This design comes from an exercise in tuning for small area, a short achievable clock period and few clock cycles on the open sky130 flow, not from production work. The RTL was checked by simulation tests, not by an equivalence proof against the original design. Power is estimated from default activity; no workload was simulated.

==> yarrow <==
Design kmpcodec, start of the top module:
module kmpcodec (
    input  wire        clk,
    input  wire        reset,       
    input  wire        cmd_valid,
    input  wire [23:0] cmd_word,
    output wire [7:0]  status,
    input  wire [3:0]  reg_addr,
    input  wire [4:0]  reg_idx,
    output reg  [23:0] reg_rdata,
    input  wire [1:0]  buf_op,      
    input  wire        buf_sel,     
    input  wire [6:0]  buf_idx,
    input  wire [7:0]  buf_wdata,
    output wire [7:0]  buf_rdata
);
Settings: LEC_CHECK=0, CAP_MARGIN=20, CORE_MARGIN=2, CORE_UTILIZATION=55, PLACE_DENSITY=0.7, SETUP_SLACK_MARGIN=5, SLEW_MARGIN=20; clock period 10.0 ns.
run.sh (not shown) runs the stock make flow with config.mk's settings and CLKGATE_MAP_FILE= SYNTH_SCRIPT=/design/flow/synth_recipe.tcl, a recipe that flattens the netlist after the stock synthesis.
==> delta (differences from yarrow) <==
--- a/flow/config.mk
+++ b/flow/config.mk
@@ -9,5 +9,5 @@
 export CORE_MARGIN = 2
-export CORE_UTILIZATION = 55
-export PLACE_DENSITY = 0.7
-export SETUP_SLACK_MARGIN = 5
+export CORE_UTILIZATION = 40
+export PLACE_DENSITY = 0.6
+export SETUP_SLACK_MARGIN = 4
 export SLEW_MARGIN = 20
==> notes <==
delta finished clean. yarrow completed with no timing, DRC or antenna violations. In yarrow the core utilization is higher than in delta, by 20 points. In sequential power, yarrow and delta hardly differ. In delta the fmax is smaller than in yarrow, by 5.9%. Synthesized cell count is the same in yarrow and delta. Of delta and yarrow, delta has the higher clock power (gap 5.5%, measured against yarrow). Of yarrow and delta, delta has the higher power (gap 1.9%, measured against delta). Between yarrow and delta, the lower count of clock-buffer cells in the layout is in yarrow (gap 32). Between yarrow and delta, the lower critical path depth is in yarrow (gap 1). In sequential cell count, yarrow and delta do not differ.
Testbench counts of yarrow, summed over its fixed seeds: cycles 10,011.
Testbench counts of delta, summed over its fixed seeds: cycles 10,011.

==> inputs of run R <==
Another version of the RTL of kmpcodec (not shown whole).
// kmpcodec
module kmpcodec (
    input  wire        clk,
    input  wire        reset,       
    input  wire        cmd_valid,
    input  wire [23:0] cmd_word,
    output wire [7:0]  status,
    input  wire [3:0]  reg_addr,
    input  wire [4:0]  reg_idx,
    output reg  [23:0] reg_rdata,
    input  wire [1:0]  buf_op,      
    input  wire        buf_sel,     
    input  wire [6:0]  buf_idx,
    input  wire [7:0]  buf_wdata,
    output wire [7:0]  buf_rdata
);
Settings: LEC_CHECK=0, CAP_MARGIN=20, CORE_MARGIN=2, CORE_UTILIZATION=55, PLACE_DENSITY=0.7, SETUP_SLACK_MARGIN=5, SLEW_MARGIN=20, TNS_END_PERCENT=0; clock period 10.0 ns.
==> run X: changes against run R <==
--- a/flow/design.v
+++ b/flow/design.v
@@ -228,16 +228,16 @@
             mw_d1  = ds_ub;
         end else if (host_wm) begin
             mw_en  = 1'b1;
         end
     end
-    wire [4:0] mw_a2 = mw_a + 5'd1;
+    wire [4:0] mw_a2 = msglen[4:0] + 5'd1;
     wire [7:0] mlane0 = mw_a[0] ? mw_d2 : mw_d1;
     wire [7:0] mlane1 = mw_a[0] ? mw_d1 : mw_d2;
     always @(posedge clk) begin
         for (q = 0; q < MSGCAP; q = q + 1) begin
-            if (mw_en && (mw_a == q || (mw_two && mw_a2 == q)))
+            if ((mw_en && mw_a == q) || (mw_two && mw_a2 == q))
                 msg_mem[q] <= q[0] ? mlane1 : mlane0;
             else if (q < 6 && mat)
                 msg_mem[q] <= vpat[q < 6 ? q : 0];
         end
     end
--- a/flow/config.mk
+++ b/flow/config.mk
@@ -5,10 +5,11 @@
 export SDC_FILE = /design/flow/constraint.sdc
 export NUM_CORES = 4
 export LEC_CHECK = 0
 export CAP_MARGIN = 20
 export CORE_MARGIN = 2
-export CORE_UTILIZATION = 55
-export PLACE_DENSITY = 0.7
+export CORE_UTILIZATION = 40
+export CTS_BUF_LIST = sky130_fd_sc_hd__clkbuf_8
+export PLACE_DENSITY = 0.6
 export SETUP_SLACK_MARGIN = 5
 export SLEW_MARGIN = 20
 export TNS_END_PERCENT = 0
==> summary.txt <==
|  | run R | run X |
|---|---|---|
| Post CTS Setup Buffer Count | 88 | 122 |
| Post-synthesis average cell area | 10.6 um^2 | 10.5 um^2 |
| Number of non-clock inverters | 94 | 117 |
| Cell repeated most along the worst path | nand4_1 | a211oi_2 |
| Antenna violations before repair | 25 | 59 |
| Power after layout | 0.0117 W | 0.0113 W |
| Run status | complete, no violations | complete, no violations |
| Global-route wire length before repair | 470000 um | 498000 um |
| Number of multi-input combinational cells in the layout | 4297 | 4329 |
| Proportion of total power due to net switching | 25.9% | 27.7% |
| Layout-stage area growth over the synthesis result | 16.7% | 17.7% |
| Largest net degree at the start of global routing | 188 | 199 |
| Worst-skew pair later-pin latency | 0.83 ns | 1.02 ns |
| Post-route design area | 74700 um^2 | 75800 um^2 |
| Mapped cell area | 64000 um^2 | 64400 um^2 |
| Routed wirelength normalized by instance count | 44.3 um | 42.8 um |
| Vertical die dimension | 345 um | 405 um |
| Start point of the critical path | virt$_SDFF_PP0_ | reg_idx[2] |
| Final design utilization | 64.5% | 47.3% |
| Worst Reg-to-Reg Cells | 12 | 11 |
Testbench counts of run R, summed over its fixed seeds: cycles 10,011.
Testbench counts of run X, summed over its fixed seeds: cycles 10,011.

re-timing with driven ports:
How much do the figures lean on ideal ports? The routed layouts below were timed once more, with nothing changed but the port constraints.
Step 1, drivers: a clkbuf_16 drives clk and a buf_2 each remaining input, both assumed.
Step 2 moves the port delays by t, midway between the first and last clock arrival at a register: inputs arrive t later, outputs are due t later. That takes back most of the time a late clock gives input paths.
Three values: no drivers, after step 1, after step 2; two values: the first two.
| run | t, ns | setup slack, ns | clock arrival spread, ns | pins driven straight from the clock port |
|---|---|---|---|---|
| yarrow | 0.853 | 2.899 / 2.813 / 2.813 | 0.049 / 0.049 | 1 |
| delta | 0.869 | 2.454 / 2.421 / 2.421 | 0.051 / 0.051 | 1 |
| run R | 0.893 | 3.044 / 2.924 / 2.306 | 0.057 / 0.057 | 1 |
| run X | 1.052 | 3.079 / 3.038 / 2.501 | 0.089 / 0.088 | 1 |
After both steps every run listed still meets setup and hold. For run R, which loses most, drivers alone change the setup slack by -0.120 ns; drivers and shift together by -0.738 ns.
